From an optimization exercise on the open Yosys and OpenROAD flow, aimed at a short achievable clock period and few clock cycles; shortcuts taken in it are not production practice.
RTL that was checked went through simulation tests only; none was proved equivalent to the original.
For runs 1 and 3, only the layout was checked, not whether the RTL still works.
Power figures rest on the tool's default switching activity, not on a simulated workload.

==> design.v <==
module gencp_ack_checker (
    input  wire         clk,
    input  wire         rst,
    input  wire         start,
    input  wire [7:0]   op,
    input  wire [15:0]  rid,
    input  wire [15:0]  cap,
    input  wire [15:0]  rxlen,
    input  wire [703:0] pkt,
    output wire         done,
    output reg  [1:0]   rc,
    output reg  [11:0]  kind,
    output reg  [15:0]  erid,
    output reg  [3:0]   step,
    output reg  [2:0]   reason,
    output reg          warn,
    output reg  [63:0]  val,
    output reg  [511:0] dout,
    output reg  [15:0]  olen,
    output reg  [15:0]  adv
);
    localparam [15:0] PREAMBLE    = 16'h0100;
    localparam [15:0] CMD_RD_ACK  = 16'h0801;
    localparam [15:0] CMD_WR_ACK  = 16'h0803;
    localparam [11:0] CODE_INVALID_PARAMETER = 12'd2;
    localparam [11:0] KIND_CMD_MISMATCH      = 12'd2;
    localparam [1:0] RC_OK = 2'd0, RC_ERR = 2'd1, RC_TRUNC = 2'd2, RC_REFUSED = 2'd3;
    localparam [2:0] RSN_ILLEGAL_OP = 3'd1, RSN_RX_RANGE = 3'd5;
    function [7:0] pbyte(input [703:0] p, input integer i);
        pbyte = p[8*i +: 8];
    endfunction
    function zmod(input [15:0] x, input [15:0] y);
        zmod = (&(x ^ y)) | (~|(x | y)) | (&(x & y));
    endfunction
    wire [15:0] f_preamble = {pkt[7:0],     pkt[15:8]};
    wire [15:0] f_ccd_cs   = {pkt[23:16],   pkt[31:24]};
    wire [15:0] f_scd_cs   = {pkt[39:32],   pkt[47:40]};
    wire [15:0] f_status   = {pkt[71:64],   pkt[79:72]};
    wire [15:0] f_cmd      = {pkt[87:80],   pkt[95:88]};
    wire [15:0] f_scdlen   = {pkt[103:96],  pkt[111:104]};
    wire [15:0] f_reqid    = {pkt[119:112], pkt[127:120]};
    wire op_val_rd = (op == 8'h30);
    wire op_val_wr = (op == 8'h31);
    wire op_ext_b  = (op == 8'h40);
    wire op_ext_sc = (op >= 8'h41) && (op <= 8'h45);
    wire op_legal  = op_val_rd | op_val_wr | op_ext_b | op_ext_sc;
    wire is_read   = ~op_val_wr;
    wire        too_long  = (rxlen > 16'd88);
    wire        too_short = (rxlen < 16'd16);
    wire [16:0] adv_end   = {1'b0, f_scdlen} + 17'd16;
    wire        len_ok    = (adv_end <= {1'b0, rxlen});
    wire        pre_bad   = (f_preamble != PREAMBLE);
    wire        rid_mm    = (f_reqid != rid);
    wire [6:0] l7 = f_scdlen[6:0];
    wire [87:16] inc;
    genvar gb;
    generate
        for (gb = 16; gb < 88; gb = gb + 1) begin : g_inc
            assign inc[gb] = (l7 > (gb - 16));
        end
    endgenerate
    wire [15:0] hw0 = {pkt[8*6 +: 8],  pkt[8*7 +: 8]};
    wire [15:0] hw1 = {pkt[8*8 +: 8],  pkt[8*9 +: 8]};
    wire [15:0] hw2 = {pkt[8*10 +: 8], pkt[8*11 +: 8]};
    wire [15:0] hw3 = {pkt[8*12 +: 8], pkt[8*13 +: 8]};
    wire [15:0] hw4 = {pkt[8*14 +: 8], pkt[8*15 +: 8]};
    wire [15:0] pw [0:35];
    wire [35:0] pw_nz;
    genvar gw;
    generate
        for (gw = 0; gw < 36; gw = gw + 1) begin : g_pw
            assign pw[gw] = {pkt[8*(16+2*gw) +: 8] & {8{inc[16+2*gw]}},
                             pkt[8*(17+2*gw) +: 8] & {8{inc[17+2*gw]}}};
            assign pw_nz[gw] = |pw[gw];
        end
    endgenerate
    wire hdr_nz  = |pkt[8*6 +: 80];
    wire scd_nz  = hdr_nz | (|pw_nz);
    wire [15:0] cs0_0 = f_ccd_cs ^ hw0 ^ hw1;
    wire [15:0] cc0_0_m = (f_ccd_cs & hw0) | (f_ccd_cs & hw1) | (hw0 & hw1);
    wire [15:0] cc0_0 = {cc0_0_m[14:0], cc0_0_m[15]};
    wire [15:0] cs0_1 = hw2 ^ hw3 ^ hw4;
    wire [15:0] cc0_1_m = (hw2 & hw3) | (hw2 & hw4) | (hw3 & hw4);
    wire [15:0] cc0_1 = {cc0_1_m[14:0], cc0_1_m[15]};
    wire [15:0] cs1_0 = cs0_0 ^ cc0_0 ^ cs0_1;
    wire [15:0] cc1_0_m = (cs0_0 & cc0_0) | (cs0_0 & cs0_1) | (cc0_0 & cs0_1);
    wire [15:0] cc1_0 = {cc1_0_m[14:0], cc1_0_m[15]};
    wire [15:0] cs2_0 = cs1_0 ^ cc1_0 ^ cc0_1;
    wire [15:0] cc2_0_m = (cs1_0 & cc1_0) | (cs1_0 & cc0_1) | (cc1_0 & cc0_1);
    wire [15:0] cc2_0 = {cc2_0_m[14:0], cc2_0_m[15]};
    wire ccd_ok = zmod(cs2_0, cc2_0)
                & ~((f_ccd_cs == 16'hFFFF) & hdr_nz)
                & ~((f_ccd_cs == 16'h0000) & ~hdr_nz);
    wire scd_bad = ((f_scd_cs == 16'hFFFF) & scd_nz)
                 | ((f_scd_cs == 16'h0000) & ~scd_nz);
    wire [15:0] ts0_0 = f_scd_cs ^ hw0 ^ hw1;
    wire [15:0] tc0_0_m = (f_scd_cs & hw0) | (f_scd_cs & hw1) | (hw0 & hw1);
    wire [15:0] tc0_0 = {tc0_0_m[14:0], tc0_0_m[15]};
    wire [15:0] ts0_1 = hw2 ^ hw3 ^ hw4;
    wire [15:0] tc0_1_m = (hw2 & hw3) | (hw2 & hw4) | (hw3 & hw4);
    wire [15:0] tc0_1 = {tc0_1_m[14:0], tc0_1_m[15]};
    wire [15:0] ts0_2 = pw[0] ^ pw[1] ^ pw[2];
    wire [15:0] tc0_2_m = (pw[0] & pw[1]) | (pw[0] & pw[2]) | (pw[1] & pw[2]);
    wire [15:0] tc0_2 = {tc0_2_m[14:0], tc0_2_m[15]};
    wire [15:0] ts0_3 = pw[3] ^ pw[4] ^ pw[5];
    wire [15:0] tc0_3_m = (pw[3] & pw[4]) | (pw[3] & pw[5]) | (pw[4] & pw[5]);
    wire [15:0] tc0_3 = {tc0_3_m[14:0], tc0_3_m[15]};
    wire [15:0] ts0_4 = pw[6] ^ pw[7] ^ pw[8];
    wire [15:0] tc0_4_m = (pw[6] & pw[7]) | (pw[6] & pw[8]) | (pw[7] & pw[8]);
    wire [15:0] tc0_4 = {tc0_4_m[14:0], tc0_4_m[15]};
    wire [15:0] ts0_5 = pw[9] ^ pw[10] ^ pw[11];
    wire [15:0] tc0_5_m = (pw[9] & pw[10]) | (pw[9] & pw[11]) | (pw[10] & pw[11]);
    wire [15:0] tc0_5 = {tc0_5_m[14:0], tc0_5_m[15]};
    wire [15:0] ts0_6 = pw[12] ^ pw[13] ^ pw[14];
    wire [15:0] tc0_6_m = (pw[12] & pw[13]) | (pw[12] & pw[14]) | (pw[13] & pw[14]);
    wire [15:0] tc0_6 = {tc0_6_m[14:0], tc0_6_m[15]};
    wire [15:0] ts0_7 = pw[15] ^ pw[16] ^ pw[17];
    wire [15:0] tc0_7_m = (pw[15] & pw[16]) | (pw[15] & pw[17]) | (pw[16] & pw[17]);
    wire [15:0] tc0_7 = {tc0_7_m[14:0], tc0_7_m[15]};
    wire [15:0] ts0_8 = pw[18] ^ pw[19] ^ pw[20];
    wire [15:0] tc0_8_m = (pw[18] & pw[19]) | (pw[18] & pw[20]) | (pw[19] & pw[20]);
    wire [15:0] tc0_8 = {tc0_8_m[14:0], tc0_8_m[15]};
    wire [15:0] ts0_9 = pw[21] ^ pw[22] ^ pw[23];
    wire [15:0] tc0_9_m = (pw[21] & pw[22]) | (pw[21] & pw[23]) | (pw[22] & pw[23]);
    wire [15:0] tc0_9 = {tc0_9_m[14:0], tc0_9_m[15]};
    wire [15:0] ts0_10 = pw[24] ^ pw[25] ^ pw[26];
    wire [15:0] tc0_10_m = (pw[24] & pw[25]) | (pw[24] & pw[26]) | (pw[25] & pw[26]);
    wire [15:0] tc0_10 = {tc0_10_m[14:0], tc0_10_m[15]};
    wire [15:0] ts0_11 = pw[27] ^ pw[28] ^ pw[29];
    wire [15:0] tc0_11_m = (pw[27] & pw[28]) | (pw[27] & pw[29]) | (pw[28] & pw[29]);
    wire [15:0] tc0_11 = {tc0_11_m[14:0], tc0_11_m[15]};
    wire [15:0] ts0_12 = pw[30] ^ pw[31] ^ pw[32];
    wire [15:0] tc0_12_m = (pw[30] & pw[31]) | (pw[30] & pw[32]) | (pw[31] & pw[32]);
    wire [15:0] tc0_12 = {tc0_12_m[14:0], tc0_12_m[15]};
    wire [15:0] ts0_13 = pw[33] ^ pw[34] ^ pw[35];
    wire [15:0] tc0_13_m = (pw[33] & pw[34]) | (pw[33] & pw[35]) | (pw[34] & pw[35]);
    wire [15:0] tc0_13 = {tc0_13_m[14:0], tc0_13_m[15]};
    wire [15:0] ts1_0 = ts0_0 ^ tc0_0 ^ ts0_1;
    wire [15:0] tc1_0_m = (ts0_0 & tc0_0) | (ts0_0 & ts0_1) | (tc0_0 & ts0_1);
    wire [15:0] tc1_0 = {tc1_0_m[14:0], tc1_0_m[15]};
    wire [15:0] ts1_1 = tc0_1 ^ ts0_2 ^ tc0_2;
    wire [15:0] tc1_1_m = (tc0_1 & ts0_2) | (tc0_1 & tc0_2) | (ts0_2 & tc0_2);
    wire [15:0] tc1_1 = {tc1_1_m[14:0], tc1_1_m[15]};
    wire [15:0] ts1_2 = ts0_3 ^ tc0_3 ^ ts0_4;
    wire [15:0] tc1_2_m = (ts0_3 & tc0_3) | (ts0_3 & ts0_4) | (tc0_3 & ts0_4);
    wire [15:0] tc1_2 = {tc1_2_m[14:0], tc1_2_m[15]};
    wire [15:0] ts1_3 = tc0_4 ^ ts0_5 ^ tc0_5;
    wire [15:0] tc1_3_m = (tc0_4 & ts0_5) | (tc0_4 & tc0_5) | (ts0_5 & tc0_5);
    wire [15:0] tc1_3 = {tc1_3_m[14:0], tc1_3_m[15]};
    wire [15:0] ts1_4 = ts0_6 ^ tc0_6 ^ ts0_7;
    wire [15:0] tc1_4_m = (ts0_6 & tc0_6) | (ts0_6 & ts0_7) | (tc0_6 & ts0_7);
    wire [15:0] tc1_4 = {tc1_4_m[14:0], tc1_4_m[15]};
    wire [15:0] ts1_5 = tc0_7 ^ ts0_8 ^ tc0_8;
    wire [15:0] tc1_5_m = (tc0_7 & ts0_8) | (tc0_7 & tc0_8) | (ts0_8 & tc0_8);
    wire [15:0] tc1_5 = {tc1_5_m[14:0], tc1_5_m[15]};
    wire [15:0] ts1_6 = ts0_9 ^ tc0_9 ^ ts0_10;
    wire [15:0] tc1_6_m = (ts0_9 & tc0_9) | (ts0_9 & ts0_10) | (tc0_9 & ts0_10);
    wire [15:0] tc1_6 = {tc1_6_m[14:0], tc1_6_m[15]};
    wire [15:0] ts1_7 = tc0_10 ^ ts0_11 ^ tc0_11;
    wire [15:0] tc1_7_m = (tc0_10 & ts0_11) | (tc0_10 & tc0_11) | (ts0_11 & tc0_11);
    wire [15:0] tc1_7 = {tc1_7_m[14:0], tc1_7_m[15]};
    wire [15:0] ts1_8 = ts0_12 ^ tc0_12 ^ ts0_13;
    wire [15:0] tc1_8_m = (ts0_12 & tc0_12) | (ts0_12 & ts0_13) | (tc0_12 & ts0_13);
    wire [15:0] tc1_8 = {tc1_8_m[14:0], tc1_8_m[15]};
    wire [15:0] ts2_0 = ts1_0 ^ tc1_0 ^ ts1_1;
    wire [15:0] tc2_0_m = (ts1_0 & tc1_0) | (ts1_0 & ts1_1) | (tc1_0 & ts1_1);
    wire [15:0] tc2_0 = {tc2_0_m[14:0], tc2_0_m[15]};
    wire [15:0] ts2_1 = tc1_1 ^ ts1_2 ^ tc1_2;
    wire [15:0] tc2_1_m = (tc1_1 & ts1_2) | (tc1_1 & tc1_2) | (ts1_2 & tc1_2);
    wire [15:0] tc2_1 = {tc2_1_m[14:0], tc2_1_m[15]};
    wire [15:0] ts2_2 = ts1_3 ^ tc1_3 ^ ts1_4;
    wire [15:0] tc2_2_m = (ts1_3 & tc1_3) | (ts1_3 & ts1_4) | (tc1_3 & ts1_4);
    wire [15:0] tc2_2 = {tc2_2_m[14:0], tc2_2_m[15]};
    wire [15:0] ts2_3 = tc1_4 ^ ts1_5 ^ tc1_5;
    wire [15:0] tc2_3_m = (tc1_4 & ts1_5) | (tc1_4 & tc1_5) | (ts1_5 & tc1_5);
    wire [15:0] tc2_3 = {tc2_3_m[14:0], tc2_3_m[15]};
    wire [15:0] ts2_4 = ts1_6 ^ tc1_6 ^ ts1_7;
    wire [15:0] tc2_4_m = (ts1_6 & tc1_6) | (ts1_6 & ts1_7) | (tc1_6 & ts1_7);
    wire [15:0] tc2_4 = {tc2_4_m[14:0], tc2_4_m[15]};
    wire [15:0] ts2_5 = tc1_7 ^ ts1_8 ^ tc1_8;
    wire [15:0] tc2_5_m = (tc1_7 & ts1_8) | (tc1_7 & tc1_8) | (ts1_8 & tc1_8);
    wire [15:0] tc2_5 = {tc2_5_m[14:0], tc2_5_m[15]};
    wire [15:0] ts3_0 = ts2_0 ^ tc2_0 ^ ts2_1;
    wire [15:0] tc3_0_m = (ts2_0 & tc2_0) | (ts2_0 & ts2_1) | (tc2_0 & ts2_1);
    wire [15:0] tc3_0 = {tc3_0_m[14:0], tc3_0_m[15]};
    wire [15:0] ts3_1 = tc2_1 ^ ts2_2 ^ tc2_2;
    wire [15:0] tc3_1_m = (tc2_1 & ts2_2) | (tc2_1 & tc2_2) | (ts2_2 & tc2_2);
    wire [15:0] tc3_1 = {tc3_1_m[14:0], tc3_1_m[15]};
    wire [15:0] ts3_2 = ts2_3 ^ tc2_3 ^ ts2_4;
    wire [15:0] tc3_2_m = (ts2_3 & tc2_3) | (ts2_3 & ts2_4) | (tc2_3 & ts2_4);
    wire [15:0] tc3_2 = {tc3_2_m[14:0], tc3_2_m[15]};
    wire [15:0] ts3_3 = tc2_4 ^ ts2_5 ^ tc2_5;
    wire [15:0] tc3_3_m = (tc2_4 & ts2_5) | (tc2_4 & tc2_5) | (ts2_5 & tc2_5);
    wire [15:0] tc3_3 = {tc3_3_m[14:0], tc3_3_m[15]};
    wire [15:0] ts4_0 = ts3_0 ^ tc3_0 ^ ts3_1;
    wire [15:0] tc4_0_m = (ts3_0 & tc3_0) | (ts3_0 & ts3_1) | (tc3_0 & ts3_1);
    wire [15:0] tc4_0 = {tc4_0_m[14:0], tc4_0_m[15]};
    wire [15:0] ts4_1 = tc3_1 ^ ts3_2 ^ tc3_2;
    wire [15:0] tc4_1_m = (tc3_1 & ts3_2) | (tc3_1 & tc3_2) | (ts3_2 & tc3_2);
    wire [15:0] tc4_1 = {tc4_1_m[14:0], tc4_1_m[15]};
    wire [15:0] ts4_2 = ts3_3 ^ tc3_3 ^ tc0_13;
    wire [15:0] tc4_2_m = (ts3_3 & tc3_3) | (ts3_3 & tc0_13) | (tc3_3 & tc0_13);
    wire [15:0] tc4_2 = {tc4_2_m[14:0], tc4_2_m[15]};
    wire [15:0] ts5_0 = ts4_0 ^ tc4_0 ^ ts4_1;
    wire [15:0] tc5_0_m = (ts4_0 & tc4_0) | (ts4_0 & ts4_1) | (tc4_0 & ts4_1);
    wire [15:0] tc5_0 = {tc5_0_m[14:0], tc5_0_m[15]};
    wire [15:0] ts5_1 = tc4_1 ^ ts4_2 ^ tc4_2;
    wire [15:0] tc5_1_m = (tc4_1 & ts4_2) | (tc4_1 & tc4_2) | (ts4_2 & tc4_2);
    wire [15:0] tc5_1 = {tc5_1_m[14:0], tc5_1_m[15]};
    wire [15:0] ts6_0 = ts5_0 ^ tc5_0 ^ ts5_1;
    wire [15:0] tc6_0_m = (ts5_0 & tc5_0) | (ts5_0 & ts5_1) | (tc5_0 & ts5_1);
    wire [15:0] tc6_0 = {tc6_0_m[14:0], tc6_0_m[15]};
    wire warn_v = op_val_wr & ~too_long & ~too_short & ~pre_bad & rid_mm;
    reg        det;
    reg [1:0]  e_rc;
    reg [3:0]  e_step;
    reg [2:0]  e_reason;
    always @(*) begin
        det = 1'b1; e_rc = RC_ERR; e_step = 4'd0; e_reason = 3'd0;
        if (!op_legal) begin
            e_rc = RC_REFUSED; e_reason = RSN_ILLEGAL_OP;
        end else if (too_long) begin
            e_rc = RC_REFUSED; e_reason = RSN_RX_RANGE;
        end else if (too_short) begin
            e_step = 4'd0;
        end else if (pre_bad) begin
            e_step = 4'd1;
        end else if (rid_mm & is_read) begin
            e_step = 4'd2;
        end else if (!ccd_ok) begin
            e_step = 4'd3;
        end else if (!len_ok) begin
            e_step = 4'd4;
        end else begin
            det = 1'b0;
        end
    end
    wire [3:0] sc_width = (op == 8'h41) ? 4'd2 :
                          ((op == 8'h42) || (op == 8'h44)) ? 4'd4 : 4'd8;
    wire       cmd_bad  = (f_cmd != (is_read ? CMD_RD_ACK : CMD_WR_ACK));
    wire       l_big    = (f_scdlen > 16'd64);
    wire       short_sc = (f_scdlen < {12'd0, sc_width});
    reg        a_err;
    reg [11:0] a_kind;
    reg [3:0]  a_step;
    reg        a_sc, a_b;
    always @(*) begin
        a_err = 1'b1; a_kind = CODE_INVALID_PARAMETER; a_step = 4'd0;
        a_sc = 1'b0; a_b = 1'b0;
        if (cmd_bad) begin
            a_kind = KIND_CMD_MISMATCH; a_step = 4'd5;
        end else if (l_big) begin
            a_step = 4'd6;
        end else if (f_status[15]) begin
            a_kind = f_status[11:0]; a_step = 4'd7;
        end else if (op_ext_sc & short_sc) begin
            a_step = 4'd8;
        end else begin
            a_err = 1'b0; a_kind = 12'd0;
            a_sc = op_ext_sc;
            a_b  = op_ext_b;
        end
    end
    wire [63:0] be_u64 = {pbyte(pkt,16), pbyte(pkt,17), pbyte(pkt,18), pbyte(pkt,19),
                          pbyte(pkt,20), pbyte(pkt,21), pbyte(pkt,22), pbyte(pkt,23)};
    wire [63:0] sc_val = (sc_width == 4'd2) ? {48'd0, be_u64[63:48]} :
                         (sc_width == 4'd4) ? {32'd0, be_u64[63:32]} : be_u64;
    wire        cap_big = |cap[15:7];
    wire        trunc   = ~cap_big & (l7 > cap[6:0]);
    wire [6:0]  m7      = trunc ? cap[6:0] : l7;
    wire [63:0] bmask;
    genvar gj;
    generate
        for (gj = 0; gj < 64; gj = gj + 1) begin : g_bm
            assign bmask[gj] = (l7 > gj) & ((|cap[15:6]) | (cap[5:0] > gj));
        end
    endgenerate
    wire pass_a = ~det & ~scd_bad;    
    wire a_b_ok = pass_a & a_b;
    wire a_sc_ok = pass_a & a_sc;
    reg         q_done;
    reg  [1:0]  qa_rc,   qb_rc;
    reg  [11:0] qa_kind, qb_kind;
    reg  [3:0]  qa_step, qb_step;
    reg  [15:0] qa_erid, qb_erid;
    reg  [2:0]  q_reason;
    reg         q_warn;
    reg  [63:0] qa_val;
    reg  [511:0] qa_dout;
    reg  [15:0] qa_olen, qa_adv;
    reg  [15:0] q_row0;
    reg  [15:0] q_row1;
    reg  [15:0] q_row2;
    integer j;
    always @(posedge clk) begin
        if (rst)
            q_done <= 1'b0;
        else
            q_done <= start;
        q_reason <= e_reason;
        q_warn   <= warn_v;
        if (det) begin
            qa_rc <= e_rc; qa_kind <= (e_rc == RC_ERR) ? CODE_INVALID_PARAMETER : 12'd0;
            qa_step <= e_step; qa_erid <= (e_rc == RC_ERR) ? rid : 16'd0;
            qb_rc <= e_rc; qb_kind <= (e_rc == RC_ERR) ? CODE_INVALID_PARAMETER : 12'd0;
            qb_step <= e_step; qb_erid <= (e_rc == RC_ERR) ? rid : 16'd0;
        end else begin
            qb_rc <= RC_ERR; qb_kind <= CODE_INVALID_PARAMETER;
            qb_step <= 4'd4; qb_erid <= rid;
            if (scd_bad) begin
                qa_rc <= RC_ERR; qa_kind <= CODE_INVALID_PARAMETER;
                qa_step <= 4'd4; qa_erid <= rid;
            end else begin
                qa_rc   <= a_err ? RC_ERR : ((a_b & trunc) ? RC_TRUNC : RC_OK);
                qa_kind <= a_kind;
                qa_step <= a_step;
                qa_erid <= a_err ? rid : 16'd0;
            end
        end
        qa_val  <= a_sc_ok ? sc_val : 64'd0;
        for (j = 0; j < 64; j = j + 1)
            qa_dout[8*j +: 8] <= (a_b_ok & bmask[j]) ? pkt[8*(16+j) +: 8] : 8'h00;
        qa_olen <= a_b_ok ? {9'd0, m7} : 16'd0;
        qa_adv  <= a_b_ok ? f_scdlen : 16'd0;
        q_row0 <= ts6_0;
        q_row1 <= tc6_0;
        q_row2 <= tc5_1;
    end
    assign done = q_done;
    wire [15:0] us0_0 = q_row0 ^ q_row1 ^ q_row2;
    wire [15:0] uc0_0_m = (q_row0 & q_row1) | (q_row0 & q_row2) | (q_row1 & q_row2);
    wire [15:0] uc0_0 = {uc0_0_m[14:0], uc0_0_m[15]};
    wire zm = zmod(us0_0, uc0_0);
    always @(*) begin
        rc     = zm ? qa_rc   : qb_rc;
        kind   = zm ? qa_kind : qb_kind;
        step   = zm ? qa_step : qb_step;
        erid   = zm ? qa_erid : qb_erid;
        reason = q_reason;
        warn   = q_warn;
        val    = zm ? qa_val  : 64'd0;
        dout   = zm ? qa_dout : 512'd0;
        olen   = zm ? qa_olen : 16'd0;
        adv    = zm ? qa_adv  : 16'd0;
    end
endmodule
==> run.sh <==
#!/bin/bash
# synth_recipe.tcl (not shown) runs the flow's synth.tcl, then flattens the netlist and writes it again
# the make line also repeats each setting of config.mk as NAME=value (left out here)
make -C /OpenROAD-flow-scripts/flow DESIGN_CONFIG=/design/flow/config.mk WORK_HOME=/design/flow/orfs CLKGATE_MAP_FILE= SYNTH_SCRIPT=/design/flow/synth_recipe.tcl finish
==> config.mk <==
export PLATFORM = sky130hd
export DESIGN_NAME = gencp_ack_checker
export DESIGN_NICKNAME = gencp_ack_checker
export VERILOG_FILES = /design/flow/design.v
export SDC_FILE = /design/flow/constraint.sdc
export NUM_CORES = 4
export LEC_CHECK = 0
export CAP_MARGIN = 20
export CORE_AREA = 10 10 510 510
export DIE_AREA = 0 0 520 520
export SLEW_MARGIN = 20
==> constraint.sdc <==
create_clock -name core_clock -period 20.0 [get_ports {clk}]
set_input_delay 4.0000 -clock core_clock [delete_from_list [all_inputs] [get_ports {clk}]]
set_output_delay 4.0000 -clock core_clock [all_outputs]
set_load 0.01 [all_outputs]
==> summary.txt, run 1 <==
Power
  – Final total power: 9580 uW
  – Max IR drop VDD: 170 uV
  – PwrDens: 130 nW/um2
  – Static Leak: 0.0306 uW

Synth
  – Async S/R FF share, synth: 0%
  – Most common cell in the netlist: inv_1
  – Post-Syn Instances: 5539
  – Number of library cell types mapped by synthesis: 92
  – Largest family of logic cells by synthesized area: adder cells
  – Synth area leaders: dfxtp_1 (28%), fa_1 (26%), nor2b_1 (8.1%)
  – Number of flops mapped to enable cells by yosys: 0
  – Synthesized area: 51400 um2
  – Mux share of post-synthesis cell area: 0.480%
  – Flops & latches, synth: 706
  – Post-synthesis sequential area ratio: 27.5%
  – Synth Area in Adders: 28.8%
  – Synth Area in Compound Gates: 5.93%
  – Yosys warns: 1
  – Top FF cell, synth: dfxtp_1
  – Post-synth top cells: inv_1 (885), dfxtp_1 (706), fa_1 (673), nor2b_1 (664), and3_1 (419)
  – Leading area contributor after synthesis: dfxtp_1
  – Simple-gate share of the synthesized area: 27.5%
  – XOR/XNOR Fraction of Synth Area: 0.972%
  – Syn_area_per_cell: 9.28 um2
  – Post-synth top area share: 27.5%

Clock tree
  – Sink Count: 706
  – PostCTS Resize Cnt: 0
  – Max clock buf depth: 3
  – Cts hold-fix bufs: 0
  – Root buffer cell: clkbuf_16
  – CTS clock-pin slew for the worst setup and hold paths: 0.06 ns
  – CTS H-tree lvls: 3
  – Postcts setup bufs: 0
  – CTS Buf Count: 93
  – CTS tree: yes

Finish
  – Area Growth Syn to Fin: 42.9%
  – Fill count: 26557
  – Post-route insts no fill: 10431
  – Share of layout cells above drive strength 1: 5.78%
  – Final nets: 8454

Global route
  – Antenna violations before repair: 228
  – GRT Total Usage: 31.3%
  – GR met3 Demand/Resource: 9.30%
  – Met1 usage: 36.5%
  – Global route hottest layer: met2
  – Largest net degree at the start of global routing: 242
  – Vias in the first global route: 52108
  – Grt total ovfl: 0
  – Met2 usage: 51.9%
  – First-pass GRT wire length: 558 mm

Worst setup path
  – Worst Path Required: 20.61 ns
  – Crit end category: flip-flop
  – Crit-path most repeated cell: buf_4
  – Slowest-stage cell, CP: buf_4
  – Startpoint Class: primary input
  – CP cell instances: buf_2, buf_4, inv_1, ha_1, nand2b_1, nor4_2, and3_1, nand4_1, or4_1, nor4_1, nand4_2, a2111oi_4, buf_4, buf_12, buf_16, nor3b_1
  – Max FO, Critical Path: 190
  – Critical Path Max Stage Delay: 0.78 ns
  – Data arrival time of the critical path: 12.61 ns
  – Critical path class: in2reg

STA
  – RSZ-0062 raised after global routing: no
  – Final Hold Fails: 0
  – Max-slew headroom: 20.6%
  – Slew Viols, Final: 0
  – Slew @ Worst Pin: 1.19 ns
  – Minimum clock period: 12.00 ns
  – Setup tns final: 0 ns
  – Final hold slack: 3.81 ns
  – Period utilization: 60.0%
  – FMAX: 83.3 MHz
  – Setup violators final: 0

Routing
  – Wirelength per Cell: 42.5 um
  – Routed vias: 51211
  – DRT Wirelength: 443 mm
  – Iter 0 DRT Violations: 5530
  – Final ANT Viol Nets: 0
  – Vias per inst: 4.91
  – DRC violations left: 0
  – TritonRoute pass-1 iters: 8

Floorplan
  – Die Ht: 520 um
  – Rows: 183
  – Core ar.: 249000 um2
  – # IOs: 1410
  – Die Footprint: 270000 um2
  – Initial core utilization: 20.7%
  – Die X: 520 um

Hold path
  – Hold path endpoint: qa_olen[1]$_SDFF_PN0_
  – Hold Path Depth: 4
  – HP Class: in2reg
  – Hold Crit Start: pkt[105]

Flow run
  – Max-cap check violation count: 0

Placed design
  – Post-DP HPWL: 383 mm
  – # port buffers: 1399
  – Final Wtd Congestion: 1.05
  – Placed Cells: 10155

Outcome
  – Status: finished clean
## cells by family (layout without fill, tap and decap cells)
kind of cell / count (synthesis) / in the layout
flops: 706 / 706
buf+inv: 1158 / 2595
mux: 22 / 22
xor+xnor: 57 / 57
simple gates: 2363 / 2363
other cells: 1 / 126
compound gates: 449 / 449
fa+ha+maj: 783 / 783
## final cells by class
type / instances / area (um2) / area share, %
Timing Repair Buffer: 1543 / 15100 / 20.6
Multi-Input combinational cell: 3693 / 33000 / 45.0
Sequential cell: 706 / 14100 / 19.2
Antenna cell: 107 / 268 / 0.365
Clock buffer: 123 / 2630 / 3.58
Inverter: 886 / 3330 / 4.53
Tap cell: 3330 / 4170 / 5.67
Clock inverter: 43 / 734 / 1.00
## worst max-delay path: cells and delay by family
family / cells / cell delay, ns
adder cells (fa/ha/maj): 1 / 0.66
AO/OA/AOI/OAI: 1 / 0.54
AND/OR/NAND/NOR: 8 / 4.20
buffers and inverters: 6 / 2.56
## cells in the final DEF (no fill, tap or decap), types with 25 or more instances in the layout
cell type | netlist | layout
nor3_1 | 52 | 50
and2_1 | 305 | 305
xnor2_1 | 54 | 54
nand3_1 | 36 | 36
or4_1 | 43 | 43
and3b_1 | 56 | 56
nor2_1 | 105 | 100
inv_1 | 885 | 885
nor3b_1 | 82 | 82
ha_1 | 95 | 95
a22oi_1 | 38 | 37
dfxtp_1 | 706 | 706
o21ai_0 | 75 | 67
clkdlybuf4s50_1 | 0 | 1392
nand4_1 | 66 | 66
nand2_1 | 332 | 332
diode_2 | 0 | 107
nor2b_1 | 664 | 663
fa_1 | 673 | 673
and4_1 | 51 | 51
or3_1 | 25 | 25
clkbuf_16 | 0 | 93
buf_4 | 12 | 142
nor4_1 | 68 | 61
a21oi_1 | 119 | 110
and3_1 | 419 | 419
## sequential cells by signal, indices dropped and copies added, names as in the netlist
register / cells
q_row2: 16
qb_step: 3
q_warn: 1
q_row0: 16
qb_rc: 1
q_done: 1
q_row1: 16
qa_kind: 12
qa_val: 64
qa_step: 4
qb_kind: 1
qa_dout: 512
q_reason: 2
qa_rc: 2
qa_erid: 16
qa_adv: 16
qb_erid: 16
qa_olen: 7
## worst max path at each step
stage                  start                      end  slack [ns]
floorplan           pkt[110]        q_row0[1]$_DFF_P_       10.45
global placement    pkt[108]  qa_dout[314]$_SDFF_PN0_        7.26
detailed placement  pkt[108]  qa_dout[314]$_SDFF_PN0_        7.64
CTS                 pkt[108]  qa_dout[314]$_SDFF_PN0_        8.40
global route        pkt[108]  qa_dout[314]$_SDFF_PN0_        8.01
finish              pkt[108]  qa_dout[314]$_SDFF_PN0_        8.00
## report_power, final
part	total [uW]	internal (uW)	switching (uW)
Clock	1890	1130	756
Combinational	6060	2210	3850
Sequential	1640	1600	37.4
## layer usage
layer / up-vias / wire length [um]
met4: 48 / 28000
met2: 3501 / 208000
met3: 913 / 40200
met5: - / 332
li1: 20545 / -
met1: 26204 / 167000
## stage by stage
| stage | setup slack, ns | instance area [um2] | utilization (%) |
|---|---|---|---|
| 4_1_cts | 8.40 | 73100 | 29.4 |
| 3_3_place_gp | 7.26 | 69700 | 28.0 |
| 6_report | 8.00 | 73400 | 29.5 |
| 2_1_floorplan | 10.45 | 51400 | - |
| 3_5_place_dp | 7.64 | 69700 | 28.0 |
| 5_1_grt | 8.01 | 73300 | 29.5 |
==> inputs of run 2 (changes only) <==
--- a/design.v
+++ b/design.v
@@ -52,11 +52,25 @@
     wire        pre_bad   = (f_preamble != PREAMBLE);
     wire        rid_mm    = (f_reqid != rid);
     wire [6:0] l7 = f_scdlen[6:0];
+    wire [3:0] l_hi = l7[6:3];
+    wire [2:0] l_lo = l7[2:0];
+    wire [8:0] hi_gt, hi_eq;
+    wire [7:0] lo_gt;
+    genvar gk;
+    generate
+        for (gk = 0; gk < 9; gk = gk + 1) begin : g_hi
+            assign hi_gt[gk] = (l_hi > gk);
+            assign hi_eq[gk] = (l_hi == gk);
+        end
+        for (gk = 0; gk < 8; gk = gk + 1) begin : g_lo
+            assign lo_gt[gk] = (l_lo > gk);
+        end
+    endgenerate
     wire [87:16] inc;
     genvar gb;
     generate
         for (gb = 16; gb < 88; gb = gb + 1) begin : g_inc
-            assign inc[gb] = (l7 > (gb - 16));
+            assign inc[gb] = hi_gt[(gb - 16) >> 3] | (hi_eq[(gb - 16) >> 3] & lo_gt[(gb - 16) & 7]);
         end
     endgenerate
     wire [15:0] hw0 = {pkt[8*6 +: 8],  pkt[8*7 +: 8]};
@@ -272,7 +286,7 @@
     genvar gj;
     generate
         for (gj = 0; gj < 64; gj = gj + 1) begin : g_bm
-            assign bmask[gj] = (l7 > gj) & ((|cap[15:6]) | (cap[5:0] > gj));
+            assign bmask[gj] = inc[16+gj] & ((|cap[15:6]) | (cap[5:0] > gj));
         end
     endgenerate
     wire pass_a = ~det & ~scd_bad;    
@@ -288,6 +302,7 @@
     reg  [63:0] qa_val;
     reg  [511:0] qa_dout;
     reg  [15:0] qa_olen, qa_adv;
+    reg         q_sc_ok, q_b_ok;
     reg  [15:0] q_row0;
     reg  [15:0] q_row1;
     reg  [15:0] q_row2;
@@ -317,11 +332,13 @@
                 qa_erid <= a_err ? rid : 16'd0;
             end
         end
-        qa_val  <= a_sc_ok ? sc_val : 64'd0;
+        q_sc_ok <= a_sc_ok;
+        q_b_ok  <= a_b_ok;
+        qa_val  <= sc_val;
         for (j = 0; j < 64; j = j + 1)
-            qa_dout[8*j +: 8] <= (a_b_ok & bmask[j]) ? pkt[8*(16+j) +: 8] : 8'h00;
-        qa_olen <= a_b_ok ? {9'd0, m7} : 16'd0;
-        qa_adv  <= a_b_ok ? f_scdlen : 16'd0;
+            qa_dout[8*j +: 8] <= bmask[j] ? pkt[8*(16+j) +: 8] : 8'h00;
+        qa_olen <= {9'd0, m7};
+        qa_adv  <= f_scdlen;
         q_row0 <= ts6_0;
         q_row1 <= tc6_0;
         q_row2 <= tc5_1;
@@ -338,9 +355,9 @@
         erid   = zm ? qa_erid : qb_erid;
         reason = q_reason;
         warn   = q_warn;
-        val    = zm ? qa_val  : 64'd0;
-        dout   = zm ? qa_dout : 512'd0;
-        olen   = zm ? qa_olen : 16'd0;
-        adv    = zm ? qa_adv  : 16'd0;
+        val    = (zm & q_sc_ok) ? qa_val  : 64'd0;
+        dout   = (zm & q_b_ok)  ? qa_dout : 512'd0;
+        olen   = (zm & q_b_ok)  ? qa_olen : 16'd0;
+        adv    = (zm & q_b_ok)  ? qa_adv  : 16'd0;
     end
 endmodule
==> flow/run.sh (new file) <==
#!/bin/bash
set -euo pipefail
MARGIN=14
bash standard.sh SETUP_SLACK_MARGIN=$MARGIN ADDER_MAP_FILE= MATCH_CELL_FOOTPRINT=0 TNS_END_PERCENT=10 BUFFER_PORTS_ARGS="-buffer_cell sky130_fd_sc_hd__buf_8" PLACE_PINS_ARGS="-min_distance 1 -min_distance_in_tracks" finish > standard.log 2>&1
==> standard.sh (new file) <==
#!/bin/bash
# synth_recipe.tcl (not shown) runs the flow's synth.tcl, then flattens the netlist and writes it again
# the make line also repeats each setting of config.mk as NAME=value (left out here)
make -C /OpenROAD-flow-scripts/flow DESIGN_CONFIG=/design/flow/config.mk WORK_HOME=/design/flow/orfs CLKGATE_MAP_FILE= SYNTH_SCRIPT=/design/flow/synth_recipe.tcl "${@:-finish}"
--- a/config.mk
+++ b/config.mk
@@ -6,6 +6,6 @@
 export NUM_CORES = 4
 export LEC_CHECK = 0
 export CAP_MARGIN = 20
-export CORE_AREA = 10 10 510 510
-export DIE_AREA = 0 0 520 520
+export CORE_AREA = 5 5 395 395
+export DIE_AREA = 0 0 400 400
 export SLEW_MARGIN = 20
removed: run.sh
==> run 2 against run 1 <==
Effect of this change: still clean; cell count is 6.0% lower; global-route usage is 10 points higher; maximum frequency is 58% higher; power is 34% higher; clock power is 7% lower; worst hold slack worse by 0.40 ns; core utilization is 29 points higher; largest power group unchanged.
==> summary.txt, run 2 <==
Clock tree
  – Cts hold-fix bufs: 0 (unchanged)
  – CTS tree: yes
  – CTS clock-pin slew for the worst setup and hold paths: 0.06 ns (about the same)
  – CTS H-tree lvls: 3 (unchanged)
  – Sink Count: 708 (+0.28%)
  – Root buffer cell: clkbuf_16
  – CTS Buf Count: 89 (-4.3%)
  – Max clock buf depth: 3 (unchanged)

Finish
  – Share of layout cells above drive strength 1: 39.2% (+33 points)
  – Largest register FFs: 512 (unchanged)
  – Largest registers: qa_dout (512), qa_val (64)
  – Top reg by flops: qa_dout
  – Area Growth Syn to Fin: 66.4%
  – Fill count: 13194 (-50%)
  – Most frequent cells in the layout: buf_8 (1402), dfxtp_1 (703), and3_1 (623)
  – Commonest non-fill, non-tap cell in the layout: buf_8
  – Final nets: 8459 (+0.059%)

Routing
  – Iter 0 DRT Violations: 6455 (+17%)
  – Wirelength per Cell: 36.4 um (-14%)
  – DRT Wirelength: 357 mm (-19%)
  – Vias per inst: 5.96 (+21%)
  – DRC violations left: 0 (unchanged)
  – Routed vias: 58420 (+14%)
  – TritonRoute pass-1 iters: 9 (+1)
  – Final ANT Viol Nets: 0 (unchanged)

Synth
  – Number of flops mapped to enable cells by yosys: 0 (unchanged)
  – Post-synth top cells: xnor2_1 (785), dfxtp_1 (708), and3_1 (683), maj3_1 (525), nor2_1 (461)
  – Syn_area_per_cell: 8.69 um2 (-6.3%)
  – Synthesized area: 53100 um2 (+3.3%)
  – Post-synth top area share: 26.7% (-0.81 points)
  – Number of library cell types mapped by synthesis: 111 (+21%)
  – Async S/R FF share, synth: 0% (unchanged)
  – Post-synthesis sequential area ratio: 26.7% (-0.81 points)
  – Synth area leaders: dfxtp_1 (27%), xnor2_1 (13%), maj3_1 (9.9%)
  – Flops & latches, synth: 708 (+0.28%)
  – Post-Syn Instances: 6108 (+10%)
  – Leading area contributor after synthesis: dfxtp_1
  – Yosys warns: 1 (unchanged)
  – Most common cell in the netlist: xnor2_1
  – Top FF cell, synth: dfxtp_1

Outcome
  – Status: finished clean

Worst setup path
  – CP cell instances: buf_12, buf_12, buf_8, and3_1, buf_8
  – Slowest-stage cell, CP: dfxtp_4
  – Crit end category: output pin
  – Data arrival time of the critical path: 3.62 ns (-8.99 ns)
  – Critical path class: reg2out
  – Critical Path Max Stage Delay: 0.75 ns (-0.03 ns)
  – Worst Path Required: 16.00 ns (-4.61 ns)
  – Max FO, Critical Path: 130 (-32%)
  – Startpoint Class: flip-flop

Floorplan
  – Core ar.: 152000 um2 (-39%)
  – Rows: 143 (-22%)
  – # IOs: 1410 (unchanged)
  – Die Ht: 400 um (-23%)
  – Die X: 400 um (-23%)
  – Die Footprint: 160000 um2 (-41%)
  – Initial core utilization: 35.0% (+14 points)

Global route
  – Antenna violations before repair: 20 (-91%)
  – Largest net degree at the start of global routing: 131 (-46%)
  – Vias in the first global route: 55004 (+5.6%)
  – Grt total ovfl: 0 (unchanged)
  – First-pass GRT wire length: 464 mm (-17%)
  – GRT Total Usage: 41.5% (+10 points)

Power
  – Static Leak: 0.0390 uW (+28%)
  – Seq pwr share: 13.5% (-3.6 points)
  – PwrDens: 145 nW/um2 (+11%)
  – Comb pwr share: 72.8% (+9.6 points)
  – Max IR drop VDD: 288 uV (+70%)
  – Clock share of power: 13.7% (-6.0 points)
  – Sw Share: 40.9% (-7.6 points)
  – Switching pwr: 5250 uW (+13%)
  – Internal power: 7600 uW (+54%)

STA
  – Period utilization: 38.1% (-22 points)
  – FMAX: 131 MHz (+58%)
  – Setup tns final: 0 ns (unchanged)
  – Minimum clock period: 7.62 ns (-4.38 ns)
  – RSZ-0062 raised after global routing: yes
  – Slew @ Worst Pin: 1.20 ns (+0.00656 ns)
  – Max-slew headroom: 19.8% (-0.73 points)
  – Final Hold Fails: 0 (unchanged)
  – Slew Viols, Final: 0 (unchanged)
  – Setup violators final: 0 (unchanged)
  – Final hold slack: 3.41 ns (-0.396 ns)

Hold path
  – HP Class: in2reg
  – Hold Path Depth: 2 (-2)

Flow run
  – Max-cap check violation count: 0 (unchanged)

Placed design
  – Final Wtd Congestion: 1.05 (about the same)
  – # port buffers: 1399 (unchanged)
  – Post-DP HPWL: 260 mm (-32%)
==> run 2: changes by cell type in the layout (fill, tap and decap cells not counted), moves of 164 or more <==
cell | before | now
and3_1 | 419 | 623
buf_8 | 0 | 1402
clkdlybuf4s50_1 | 1392 | 0
fa_1 | 673 | 0
inv_1 | 885 | 160
maj3_1 | 15 | 320
maj3_2 | 0 | 245
nor2_1 | 100 | 441
nor2b_1 | 663 | 52
xnor2_1 | 54 | 538
xnor2_2 | 0 | 237
xor2_1 | 3 | 167
==> run 2: final cells by class <==
cell class                 count  area (um2)  share of cell area [%]
clock buffer                 118        2510                    2.84
multi-input combinational   4905       41700                    47.2
clock inverter                47         593                   0.671
tap                         2030        2540                    2.88
sequential                   708       14200                    16.1
antenna                        7        17.5                  0.0198
inverter                     170         657                   0.744
timing repair buffer        1822       26200                    29.6
==> run 2: per-stage QoR <==
| stage | util [%] | total power [uW] | setup slack (ns) | instances | cell area [um2] |
|---|---|---|---|---|---|
| 2_1_floorplan | - | 7650 | 12.30 | 6117 | 54300 |
| 3_5_place_dp | 50.3 | 9340 | 10.05 | 9243 | 76200 |
| 4_1_cts | 55.1 | 11600 | 12.43 | 9573 | 83600 |
| 3_3_place_gp | 50.3 | 9270 | 10.05 | 9243 | 76200 |
| 5_1_grt | 58.3 | 13400 | 12.33 | 9801 | 88300 |
| 6_report | 58.3 | 12800 | 12.38 | 9807 | 88300 |
==> run 2: critical path, delay by kind of cell, from the launching register on <==
| kind | cells | cell delay, ns |
|---|---|---|
| buf+inv | 4 | 1.42 |
| flops | 1 | 0.75 |
| simple gates | 1 | 0.43 |
==> run 2: final timing paths <==
check	from	endpoint	slack, ns
min	rst	q_done$_SDFF_PP0_	3.41
max	q_b_ok$_DFF_P_	dout[325]	12.38
==> run 2: repair_timing <==
item,4_1_cts,5_1_grt
gates cloned,62,29
buffers inserted,103,198
pin swaps,117,294
setup endpoints to repair,924,910
gates resized for setup,455,557
hold endpoints to repair,0,0
==> run 2: kinds of logic after synthesis <==
group / after synthesis / share of synthesized area [%]
AND/OR/NAND/NOR: 2201 / 21.9
XOR/XNOR: 1159 / 23.5
AO/OA/AOI/OAI: 884 / 11.2
flip-flops: 708 / 26.7
adder cells (fa/ha/maj): 565 / 10.7
buffers and inverters: 520 / 4.50
multiplexers: 70 / 1.38
other: 1 / 0.00706
==> run 2: metal layers <==
| metal | up-vias | share of wire (%) | track usage [%] |
|---|---|---|---|
| li1 | 24594 | - | - |
| met1 | 28542 | 37 | 49.1 |
| met2 | 4030 | 43 | 64.4 |
| met3 | 1244 | 11 | 12.6 |
| met4 | 10 | 9.2 | 29.2 |
| met5 | - | 0.020 | 0 |
==> run 2: power groups by stage <==
stage | clock network (uW) | logic (uW) | registers [uW]
6_report | 1760 | 9350 | 1740
3_5_place_dp | 0 | 7580 | 1760
4_1_cts | 1780 | 8140 | 1730
3_3_place_gp | 0 | 7500 | 1760
2_1_floorplan | 0 | 5910 | 1740
5_1_grt | 1830 | 9780 | 1750
Testbench counts of run 2, summed over its fixed seeds: cycles 3,992.
==> inputs of run 3 (changes only) <==
--- a/design.v
+++ b/design.v
@@ -224,6 +224,9 @@
     wire [15:0] ts6_0 = ts5_0 ^ tc5_0 ^ ts5_1;
     wire [15:0] tc6_0_m = (ts5_0 & tc5_0) | (ts5_0 & ts5_1) | (tc5_0 & ts5_1);
     wire [15:0] tc6_0 = {tc6_0_m[14:0], tc6_0_m[15]};
+    wire [15:0] ts7_0 = ts6_0 ^ tc6_0 ^ tc5_1;
+    wire [15:0] tc7_0_m = (ts6_0 & tc6_0) | (ts6_0 & tc5_1) | (tc6_0 & tc5_1);
+    wire [15:0] tc7_0 = {tc7_0_m[14:0], tc7_0_m[15]};
     wire warn_v = op_val_wr & ~too_long & ~too_short & ~pre_bad & rid_mm;
     reg        det;
     reg [1:0]  e_rc;
@@ -305,7 +308,6 @@
     reg         q_sc_ok, q_b_ok;
     reg  [15:0] q_row0;
     reg  [15:0] q_row1;
-    reg  [15:0] q_row2;
     integer j;
     always @(posedge clk) begin
         if (rst)
@@ -339,15 +341,11 @@
             qa_dout[8*j +: 8] <= bmask[j] ? pkt[8*(16+j) +: 8] : 8'h00;
         qa_olen <= {9'd0, m7};
         qa_adv  <= f_scdlen;
-        q_row0 <= ts6_0;
-        q_row1 <= tc6_0;
-        q_row2 <= tc5_1;
+        q_row0 <= ts7_0;
+        q_row1 <= tc7_0;
     end
     assign done = q_done;
-    wire [15:0] us0_0 = q_row0 ^ q_row1 ^ q_row2;
-    wire [15:0] uc0_0_m = (q_row0 & q_row1) | (q_row0 & q_row2) | (q_row1 & q_row2);
-    wire [15:0] uc0_0 = {uc0_0_m[14:0], uc0_0_m[15]};
-    wire zm = zmod(us0_0, uc0_0);
+    wire zm = zmod(q_row0, q_row1);
     always @(*) begin
         rc     = zm ? qa_rc   : qb_rc;
         kind   = zm ? qa_kind : qb_kind;
==> run 3 against run 2 <==
Effect of this change: area after synthesis rose by 2.2%; first-iteration DRC count grew 1.0%; largest cell class unchanged; clock-buffer cell count is 5 higher; power grew 35%; sequential share of layout area down 0.77 points; non-clock buffer count increased by 110; worst hold slack worse by 0.0098 ns; cell count increased by 3.0%; via count up 2.9%.
==> summary.txt, run 3 <==
Clock tree
  – CTS clock-pin slew for the worst setup and hold paths: 0.06 ns (about the same)
  – CTS Buf Count: 87 (-2.2%)
  – CTS tree: yes
  – CTS H-tree lvls: 3 (unchanged)
  – Sink Count: 692 (-2.3%)
  – Max clock buf depth: 3 (unchanged)
  – Root buffer cell: clkbuf_16

STA
  – Slew Viols, Final: 0 (unchanged)
  – Setup tns final: 0 ns (unchanged)
  – Final setup margin: 12.06 ns (-0.323 ns)
  – Period utilization: 39.7% (+1.6 points)
  – FMAX: 126 MHz (-4.1%)
  – Final hold slack: 3.40 ns (-0.00977 ns)
  – Minimum clock period: 7.94 ns (+0.323 ns)
  – Slew @ Worst Pin: 1.30 ns (+0.102 ns)
  – Setup violators final: 0 (unchanged)
  – Final Hold Fails: 0 (unchanged)
  – Max-slew headroom: 13.2% (-6.6 points)
  – RSZ-0062 raised after global routing: yes

Routing
  – Wirelength per Cell: 35.0 um (-4.0%)
  – Iter 0 DRT Violations: 6520 (+1.0%)
  – DRT Wirelength: 353 mm (-1.1%)
  – Routed vias: 60091 (+2.9%)
  – Final ANT Viol Nets: 0 (unchanged)
  – DRC violations left: 0 (unchanged)
  – TritonRoute pass-1 iters: 8 (-1)
  – Vias per inst: 5.95 (-0.15%)

Worst setup path
  – Crit end category: flip-flop
  – CP Buf/Inv Count: 8 (+4)
  – Crit-path most repeated cell: xnor2_2
  – Max FO, Critical Path: 11 (-92%)
  – Critical path class: in2reg
  – CP cell instances: buf_16, buf_16, buf_12, nor2_4, buf_4, buf_12, a21oi_4, nand2_1, xor3_2, xor3_2, xnor2_2, xnor2_2, maj3_2, xnor2_2, xnor2_2, buf_4, inv_1, maj3_2, xnor3_1, inv_2, maj3_2
  – Slowest-stage cell, CP: xor3_2
  – Startpoint Class: primary input
  – Worst Path Required: 20.57 ns (+4.57 ns)
  – Critical Path Max Stage Delay: 0.51 ns (-0.24 ns)
  – Data arrival time of the critical path: 8.51 ns (+4.89 ns)
  – Delay-heaviest family, CP: XOR/XNOR gates

Floorplan
  – Core ar.: 152000 um2 (unchanged)
  – Initial core utilization: 35.8% (+0.76 points)
  – Die Footprint: 160000 um2 (unchanged)
  – Die Ht: 400 um (unchanged)
  – Die X: 400 um (unchanged)
  – Rows: 143 (unchanged)
  – # IOs: 1410 (unchanged)

Finish
  – Top reg by flops: qa_dout
  – Share of layout cells above drive strength 1: 41.2% (+2.0 points)
  – Commonest non-fill, non-tap cell in the layout: buf_8
  – Area Growth Syn to Fin: 67.4%
  – Largest register FFs: 512 (unchanged)
  – Design Area, Final: 90800 um2 (+2.8%)
  – Post-route insts no fill: 10103 (+3.0%)
  – Largest registers: qa_dout (512), qa_val (64)
  – Final nets: 8762 (+3.6%)
  – Most frequent cells in the layout: buf_8 (1403), dfxtp_1 (676), and3_1 (588)

Outcome
  – Status: finished clean

Synth
  – Post-synthesis sequential area ratio: 25.5% (-1.2 points)
  – Leading area contributor after synthesis: dfxtp_1
  – Post-synth top cells: xnor2_1 (775), dfxtp_1 (692), and3_1 (659), nand2_1 (474), maj3_1 (440)
  – Top FF cell, synth: dfxtp_1
  – Post-synth top area share: 25.5% (-1.2 points)
  – Synth Area in Adders: 9.97% (-0.77 points)
  – Synth area leaders: dfxtp_1 (26%), xnor2_1 (13%), maj3_1 (8.1%)
  – Post-Syn Instances: 6323 (+3.5%)
  – Mux share of post-synthesis cell area: 1.04% (-0.35 points)
  – Yosys warns: 1 (unchanged)
  – Synthesized area: 54200 um2 (+2.2%)
  – Syn_area_per_cell: 8.58 um2 (-1.3%)
  – Async S/R FF share, synth: 0% (unchanged)
  – Number of flops mapped to enable cells by yosys: 0 (unchanged)
  – Number of library cell types mapped by synthesis: 127 (+14%)
  – Simple-gate share of the synthesized area: 22.7% (+0.74 points)
  – XOR/XNOR Fraction of Synth Area: 23.2% (-0.34 points)
  – Most common cell in the netlist: xnor2_1
  – Synth Area in Compound Gates: 12.7% (+1.5 points)
  – Flops & latches, synth: 692 (-2.3%)
  – Largest family of logic cells by synthesized area: XOR/XNOR gates

Placed design
  – # port buffers: 1399 (unchanged)
  – Placed Cells: 9436 (+2.1%)
  – Pre-CTS setup slack: 9.74 ns (-0.307 ns)
  – Final Wtd Congestion: 0.985 (-6.4%)
  – Post-DP HPWL: 253 mm (-2.9%)
  – Placement Cell Area: 76400 um2 (+0.25%)

Hold path
  – HP Class: in2reg
  – Hold Path Depth: 2 (unchanged)
  – Hold Crit Start: rst
  – Hold path endpoint: q_done$_SDFF_PP0_

Global route
  – GRT Total Usage: 41.2% (-0.37 points)
  – Largest net degree at the start of global routing: 125 (-4.6%)
  – First-pass GRT wire length: 463 mm (-0.17%)
  – Antenna violations before repair: 18 (-10%)
  – Grt total ovfl: 0 (unchanged)
  – Vias in the first global route: 56822 (+3.3%)

Power
  – Max IR drop VDD: 516 uV (+79%)
  – PwrDens: 191 nW/um2 (+31%)
  – Static Leak: 0.0399 uW (+2.2%)

Flow run
  – Max-cap check violation count: 0 (unchanged)
[run 3: cell count changes in the layout (fill, tap and decap cells not counted), moves of 27 or more]
cell / previous run / this run
xnor2_2: 237 / 287
and2_1: 221 / 341
buf_4: 266 / 351
maj3_1: 320 / 255
nor2_1: 441 / 386
maj3_2: 245 / 272
o21ai_0: 107 / 134
nand2_1: 363 / 435
dfxtp_1: 703 / 676
xnor2_1: 538 / 498
xor3_1: 48 / 21
and3_1: 623 / 588
[run 3: worst max-delay path by stage]
| stage | from | to | slack, ns | depth (start not counted) |
|---|---|---|---|---|
| 2_1_floorplan | pkt[109] | q_row1[14]$_DFF_P_ | 12.02 | 17 |
| 3_3_place_gp | pkt[105] | q_row1[1]$_DFF_P_ | 9.76 | 16 |
| 3_5_place_dp | pkt[105] | q_row1[1]$_DFF_P_ | 9.74 | 16 |
| 4_1_cts | pkt[110] | q_row1[12]$_DFF_P_ | 12.15 | 18 |
| 5_1_grt | pkt[110] | q_row1[15]$_DFF_P_ | 12.04 | 17 |
| 6_report | pkt[110] | q_row1[15]$_DFF_P_ | 12.06 | 21 |
[run 3: cells by family after synthesis]
group / Yosys count
buffers and inverters: 546
DFF: 692
xor gates and xnor gates: 1186
and+or+nand+nor: 2304
other: 1
AOI/OAI and AO/OA: 1012
adders and majority gates: 529
muxes: 53
[run 3: power breakdown]
| part | internal (uW) | switching (uW) |
|---|---|---|
| clock | 1010 | 722 |
| combinational | 7470 | 6370 |
| sequential | 1690 | 61.7 |
| total | 10200 | 7150 |
[run 3: routing by layer]
layer	up-vias	GRT usage (%)	part of all wire [%]
li1	25510	-	-
met5	-	0	0.018
met1	29314	47.0	35
met4	6	26.2	8.6
met2	4035	66.4	44
met3	1226	13.4	12
[run 3: layout make-up]
class                   count  area, um2
fillers                 12928      60700
multi-input cells        5116      43400
clock inverters            36        554
diodes                      4       10.0
repair buffers           1932      27300
well taps                2030       2540
clock buffers             123       2530
inverters                 170        652
flip-flops and latches    692      13900
[run 3: repair_timing]
| action | in CTS | in global routing |
|---|---|---|
| hold buffers | 0 | 0 |
| resized for setup | 867 | 414 |
| buffers inserted | 299 | 111 |
| setup endpoints to repair | 921 | 911 |
| pin swaps | 351 | 300 |
| gates cloned | 82 | 12 |
[run 3: metrics by stage]
stage | total power [uW] | utilization, %
after global routing | 18000 | 59.9
after detailed placement | 12100 | 50.4
final | 17300 | 59.9
after floorplan | 10200 | -
after CTS | 15900 | 57.8
after global placement | 12000 | 50.4

afterwards: timing with drivers on the ports:
Ports are ideal in the flow. The routed layouts listed here were re-timed in OpenROAD. Step 1: set_driving_cell puts a clkbuf_16 on clk and a buf_2 on each other input, an assumption about the parent block. Step 2 also shifts input and output timing later by t, the mid clock arrival at the registers, as if the neighbouring blocks saw the same clock. Slacks: ideal / step 1 / step 2; pairs: ideal / step 1.
run | t (ns) | setup slack, ns | worst hold slack (ns) | worst slew at a driven data input, ns
run 1 | 0.867 | 7.996 / 8.079 / 7.211 | 3.809 / 3.731 / 4.598 | 0.34
run 2 | 0.810 | 12.381 / 12.105 / 11.294 | 3.413 / 3.403 / 4.213 | 0.51
run 3 | 0.792 | 12.057 / 11.654 / 10.862 | 3.403 / 3.372 / 4.164 | 0.60
After both steps setup and hold are still met in every run listed. The setup slack of run 3, which loses most, moves by -0.403 ns with the drivers and by -1.195 ns with both steps.
